Source: an optimization exercise on an open RTL-to-GDS flow (aim: small area, a short achievable clock period and few clock cycles per item). Production flows keep margins and buffers that such runs may drop.

Setup of run 5:
==> flow/design.v <==
module sm3_core (
    input  wire         clk,
    input  wire         rst,         
    input  wire         start_i,
    input  wire         first_i,
    input  wire [511:0] block_i,     
    output wire         ready_o,
    output reg          done_o,
    output wire [255:0] digest_o     
);
    localparam [255:0] IV = {32'h7380166F, 32'h4914B2B9, 32'h172442D7, 32'hDA8A0600,
                             32'hA96F30BC, 32'h163138AA, 32'hE38DEE4D, 32'hB0FB0E4E};
    localparam [31:0]  T0 = 32'h79CC4519;
    localparam [31:0]  T1 = 32'h7A879D8A;
    function [31:0] p0;
        input [31:0] x;
        begin
            p0 = x ^ {x[22:0], x[31:23]} ^ {x[14:0], x[31:15]};
        end
    endfunction
    function [31:0] p1;
        input [31:0] x;
        begin
            p1 = x ^ {x[16:0], x[31:17]} ^ {x[8:0], x[31:9]};
        end
    endfunction
    function [31:0] add32;
        input [31:0] x, y;
        reg   [31:0] g, p;
        integer i, d;
        begin
            g = x & y;
            p = x ^ y;
            for (d = 1; d < 32; d = d * 2)
                for (i = 0; i < 32; i = i + 1)
                    if (i & d) begin
                        g[i] = g[i] | (p[i] & g[(i & ~(d - 1)) - 1]);
                        p[i] = p[i] & p[(i & ~(d - 1)) - 1];
                    end
            add32 = x ^ y ^ {g[30:0], 1'b0};
        end
    endfunction
    reg          busy_q;                 
    reg          rdy_q;                  
    reg          rdyo_q;                 
    reg  [5:0]   cnt_q;                  
    reg          early_q;                
    reg          late_q;                 
    reg          lat2_q;                 
    reg          cv_q;                   
    reg          rcv_q;                  
    reg          rncv_q;                 
    reg          vf_q;                   
    reg  [255:0] v_q;                    
    reg  [255:0] s_q;                    
    reg  [511:0] w_q;                    
    reg  [31:0]  k_q;                    
    wire [31:0] wt [0:15];               
    wire [31:0] w0  = wt[0];             
    wire [31:0] w3  = wt[3];
    wire [31:0] w4  = wt[4];
    wire [31:0] w7  = wt[7];
    wire [31:0] w10 = wt[10];
    wire [31:0] w13 = wt[13];
    wire [31:0] w16 = p1(w0 ^ w7 ^ {w13[16:0], w13[31:17]})
                      ^ {w3[24:0], w3[31:25]} ^ w10;         
    wire [31:0] wp  = w0 ^ w4;                               
    wire [31:0] a, b, c, d, e, f, g, h;
    assign {a, b, c, d, e, f, g, h} = s_q;
    wire [31:0] a12 = {a[19:0], a[31:20]};
    wire [31:0] s0s = a12 ^ e ^ k_q;
    wire [31:0] s0c = (a12 & e) | (a12 & k_q) | (e & k_q);
    wire [31:0] sst = add32(s0s, {s0c[30:0], 1'b0});
    wire [31:0] ss1 = {sst[24:0], sst[31:25]};
    wire [31:0] ss2 = ss1 ^ a12;
    wire [31:0] ff  = early_q ? (a ^ b ^ c) : ((a & b) | (a & c) | (b & c));
    wire [31:0] gsel = {{16{late_q}}, {16{lat2_q}}};
    wire [31:0] gg  = (gsel & ((e & f) | (~e & g))) | (~gsel & (e ^ f ^ g));
    wire [31:0] t1s = ff ^ d ^ wp;
    wire [31:0] t1c = {((ff & d) | (ff & wp) | (d & wp)), 1'b0};
    wire [31:0] x1  = add32(t1s, t1c);
    wire [31:0] tt1 = add32(x1, ss2);
    wire [31:0] t2s = gg ^ h ^ w0;
    wire [31:0] t2c = {((gg & h) | (gg & w0) | (h & w0)), 1'b0};
    wire [31:0] x2  = add32(t2s, t2c);
    wire [31:0] tt2 = add32(x2, ss1);
    wire [255:0] s_next = {tt1, a, {b[22:0], b[31:23]}, c,
                           p0(tt2), e, {f[12:0], f[31:13]}, g};
    wire [511:0] w_d;
    genvar gk;
    generate
        for (gk = 0; gk < 16; gk = gk + 1) begin : g_w
            wire [31:0] ws = w_q[511-32*gk -: 32];
            wire [31:0] bk = block_i[511-32*gk -: 32];
            if (gk % 2 == 0) begin : g_even
                assign wt[gk] = ws;
                assign w_d[511-32*gk -: 32] = (~w_q[479-32*gk -: 32] | {32{rdy_q}})
                                              & (bk | {32{busy_q}});
            end else begin : g_odd
                assign wt[gk] = ~ws;
                if (gk == 15) begin : g_last
                    assign w_d[31:0] = ~((w16 | {32{rdy_q}}) & (bk | {32{busy_q}}));
                end else begin : g_mid
                    assign w_d[511-32*gk -: 32] = ~((w_q[479-32*gk -: 32] | {32{rdy_q}})
                                                    & (bk | {32{busy_q}}));
                end
            end
        end
    endgenerate
    wire         last   = busy_q & (cnt_q == 6'd63);
    wire         acc    = start_i & rdy_q;
    wire         sel_iv = first_i | ~cv_q;             
    wire         ld_v   = rcv_q & ~first_i;            
    wire         ld_iv  = rncv_q | (rdy_q & first_i);  
    wire [255:0] v_use  = vf_q ? IV : v_q;
    wire         busy_n = ~rst & (acc | (busy_q & ~last));
    wire         rdy_n  = rst | (~acc & (rdy_q | last));
    wire         cv_n   = ~rst & (cv_q | acc);
    wire [5:0]   j_next = busy_q ? cnt_q + 6'd1 : 6'd0;
    assign ready_o  = rdyo_q;
    assign digest_o = v_q;
    always @(posedge clk) begin
        s_q <= ({256{busy_q}} & s_next) | ({256{ld_v}} & v_q) | ({256{ld_iv}} & IV);
        w_q <= w_d;
        if (last)
            v_q <= v_use ^ s_next;
        if (!busy_q)
            k_q <= T0;
        else if (cnt_q == 6'd15)
            k_q <= {T1[15:0], T1[31:16]};
        else
            k_q <= {k_q[30:0], k_q[31]};
        early_q <= (j_next < 6'd16);
        late_q  <= (j_next >= 6'd16);
        if (rst || last)
            lat2_q <= 1'b0;
        else if (busy_q && cnt_q == 6'd15)
            lat2_q <= 1'b1;
        busy_q <= busy_n;
        rdy_q  <= rdy_n;
        rdyo_q <= ~busy_n;
        cv_q   <= cv_n;
        rcv_q  <= rdy_n & cv_n;
        rncv_q <= rdy_n & ~cv_n;
        if (rst) begin
            cnt_q  <= 6'd0;
            done_o <= 1'b0;
        end else begin
            done_o <= last;
            if (busy_q)
                cnt_q <= cnt_q + 6'd1;
            if (acc)
                vf_q <= sel_iv;
        end
    end
endmodule
export LEC_CHECK = 0
export ABC_AREA = 1
export CAP_MARGIN = 20
export CORE_MARGIN = 2
export CORE_UTILIZATION = 40
export PLACE_DENSITY = 0.6
export SLEW_MARGIN = 20
create_clock -name core_clock -period 20.0 [get_ports {clk}]
standard.sh (not shown) runs the stock make flow with config.mk's settings and CLKGATE_MAP_FILE= SYNTH_SCRIPT=/design/flow/synth_recipe.tcl, a recipe that flattens the netlist after the stock synthesis.
==> flow/flow/run.sh <==
#!/bin/bash
# Layout flow: the standard ORFS flow (standard synthesis unchanged),
# with each input and output port buffered by a small buf_1 cell instead of
# the delay buffer the placer picks by default, and a clock tree without
# dummy balancing loads.
set -euo pipefail
cd "$(dirname "$0")/.."
bash standard.sh "BUFFER_PORTS_ARGS=-buffer_cell sky130_fd_sc_hd__buf_1" \
  "CTS_ARGS=-sink_clustering_enable -repair_clock_nets -dont_use_dummy_load -buf_list sky130_fd_sc_hd__clkbuf_8 -root_buf sky130_fd_sc_hd__clkbuf_16 -sink_clustering_size 16 -sink_clustering_max_diameter 50" \
  finish > flow_make.log 2>&1
Every stage of the flow completed for run 5, and the final layout passed the timing, DRC and antenna checks.
Input changes introduced in run 4 (baseline for comparison: run 5):
--- a/flow/design.v
+++ b/flow/design.v
@@ -44,26 +44,26 @@
     reg          rdy_q;                  
     reg          rdyo_q;                 
     reg  [5:0]   cnt_q;                  
     reg          early_q;                
     reg          late_q;                 
-    reg          lat2_q;                 
     reg          cv_q;                   
     reg          rcv_q;                  
     reg          rncv_q;                 
     reg          vf_q;                   
     reg  [255:0] v_q;                    
+    reg          vld_q;                  
+    reg          vhold_q;                
     reg  [255:0] s_q;                    
     reg  [511:0] w_q;                    
     reg  [31:0]  k_q;                    
-    wire [31:0] wt [0:15];               
-    wire [31:0] w0  = wt[0];             
-    wire [31:0] w3  = wt[3];
-    wire [31:0] w4  = wt[4];
-    wire [31:0] w7  = wt[7];
-    wire [31:0] w10 = wt[10];
-    wire [31:0] w13 = wt[13];
+    wire [31:0] w0  = w_q[511:480];      
+    wire [31:0] w3  = w_q[415:384];
+    wire [31:0] w4  = w_q[383:352];
+    wire [31:0] w7  = w_q[287:256];
+    wire [31:0] w10 = w_q[191:160];
+    wire [31:0] w13 = w_q[95:64];
     wire [31:0] w16 = p1(w0 ^ w7 ^ {w13[16:0], w13[31:17]})
                       ^ {w3[24:0], w3[31:25]} ^ w10;         
     wire [31:0] wp  = w0 ^ w4;                               
     wire [31:0] a, b, c, d, e, f, g, h;
     assign {a, b, c, d, e, f, g, h} = s_q;
@@ -72,43 +72,22 @@
     wire [31:0] s0c = (a12 & e) | (a12 & k_q) | (e & k_q);
     wire [31:0] sst = add32(s0s, {s0c[30:0], 1'b0});
     wire [31:0] ss1 = {sst[24:0], sst[31:25]};
     wire [31:0] ss2 = ss1 ^ a12;
     wire [31:0] ff  = early_q ? (a ^ b ^ c) : ((a & b) | (a & c) | (b & c));
-    wire [31:0] gsel = {{16{late_q}}, {16{lat2_q}}};
-    wire [31:0] gg  = (gsel & ((e & f) | (~e & g))) | (~gsel & (e ^ f ^ g));
+    wire [31:0] gg  = late_q ? ((e & f) | (~e & g)) : (e ^ f ^ g);
     wire [31:0] t1s = ff ^ d ^ wp;
     wire [31:0] t1c = {((ff & d) | (ff & wp) | (d & wp)), 1'b0};
     wire [31:0] x1  = add32(t1s, t1c);
     wire [31:0] tt1 = add32(x1, ss2);
     wire [31:0] t2s = gg ^ h ^ w0;
     wire [31:0] t2c = {((gg & h) | (gg & w0) | (h & w0)), 1'b0};
     wire [31:0] x2  = add32(t2s, t2c);
     wire [31:0] tt2 = add32(x2, ss1);
     wire [255:0] s_next = {tt1, a, {b[22:0], b[31:23]}, c,
                            p0(tt2), e, {f[12:0], f[31:13]}, g};
-    wire [511:0] w_d;
-    genvar gk;
-    generate
-        for (gk = 0; gk < 16; gk = gk + 1) begin : g_w
-            wire [31:0] ws = w_q[511-32*gk -: 32];
-            wire [31:0] bk = block_i[511-32*gk -: 32];
-            if (gk % 2 == 0) begin : g_even
-                assign wt[gk] = ws;
-                assign w_d[511-32*gk -: 32] = (~w_q[479-32*gk -: 32] | {32{rdy_q}})
-                                              & (bk | {32{busy_q}});
-            end else begin : g_odd
-                assign wt[gk] = ~ws;
-                if (gk == 15) begin : g_last
-                    assign w_d[31:0] = ~((w16 | {32{rdy_q}}) & (bk | {32{busy_q}}));
-                end else begin : g_mid
-                    assign w_d[511-32*gk -: 32] = ~((w_q[479-32*gk -: 32] | {32{rdy_q}})
-                                                    & (bk | {32{busy_q}}));
-                end
-            end
-        end
-    endgenerate
+    wire [511:0] w_next = {w_q[479:0], w16};
     wire         last   = busy_q & (cnt_q == 6'd63);
     wire         acc    = start_i & rdy_q;
     wire         sel_iv = first_i | ~cv_q;             
     wire         ld_v   = rcv_q & ~first_i;            
     wire         ld_iv  = rncv_q | (rdy_q & first_i);  
@@ -119,25 +98,22 @@
     wire [5:0]   j_next = busy_q ? cnt_q + 6'd1 : 6'd0;
     assign ready_o  = rdyo_q;
     assign digest_o = v_q;
     always @(posedge clk) begin
         s_q <= ({256{busy_q}} & s_next) | ({256{ld_v}} & v_q) | ({256{ld_iv}} & IV);
-        w_q <= w_d;
-        if (last)
-            v_q <= v_use ^ s_next;
+        w_q <= ({512{busy_q}} & w_next) | ({512{rdy_q}} & block_i);
+        v_q <= ({256{vld_q}} & (v_use ^ s_next)) | ({256{vhold_q}} & v_q);
         if (!busy_q)
             k_q <= T0;
         else if (cnt_q == 6'd15)
             k_q <= {T1[15:0], T1[31:16]};
         else
             k_q <= {k_q[30:0], k_q[31]};
         early_q <= (j_next < 6'd16);
         late_q  <= (j_next >= 6'd16);
-        if (rst || last)
-            lat2_q <= 1'b0;
-        else if (busy_q && cnt_q == 6'd15)
-            lat2_q <= 1'b1;
+        vld_q   <= ~rst & busy_q & (cnt_q == 6'd62);
+        vhold_q <= ~(~rst & busy_q & (cnt_q == 6'd62));
         busy_q <= busy_n;
         rdy_q  <= rdy_n;
         rdyo_q <= ~busy_n;
         cv_q   <= cv_n;
         rcv_q  <= rdy_n & cv_n;
==> run notes <==
- Global-route wire length before repair sits higher in run 4 than in run 5.
- As far as clock sink count is concerned, run 5 and run 4 perform about the same.
- Between run 5 and run 4, the flow reports average via count per standard cell increasing by a little under 10%.
- Relative to run 5, setup slack after placement has gone up in run 4.
- The wire length on met3 in run 4 sits 4600 µm above the value recorded for run 5.
- Sequential-to-total area share from yosys stat delta for run 4 relative to run 5: 5.4 points lower
- Worst setup slack in run 4 vs run 5: up 120 ps
- The largest cell class by area comes out registers in one run and multi-input gates in the other, namely in run 5 and run 4 respectively.
- The via count reported for run 4 is higher than the one for run 5.
No run of this note included a check of the RTL's function; only the layout flow was run.

what the ideal ports hide:
The results above use ideal ports. As a check the final layouts listed here were re-extracted and re-timed, cells and wires unchanged. Step 1 assumes that a clkbuf_16 drives the clock port and a buf_2 every other input. Step 2 adds t to the input delays and takes it off the output delays; t is the mean of the earliest and latest rising clock arrival at the registers after step 1. Input paths then give back, and output paths get back, about the clock's delay inside the block. Three values: no drivers, after step 1, after step 2; two values: the first two.
run | shift t [ns] | slack for setup (ns) | worst register clock-pin slew, ns
run 5 | 0.760 | 13.288 / 13.288 / 12.843 | 0.10 / 0.10
run 4 | 0.796 | 13.412 / 13.412 / 13.081 | 0.10 / 0.10
After both steps every run listed still meets setup and hold. The setup slack of run 5, which loses most, moves by 0.000 ns with the drivers and by -0.445 ns with both steps.
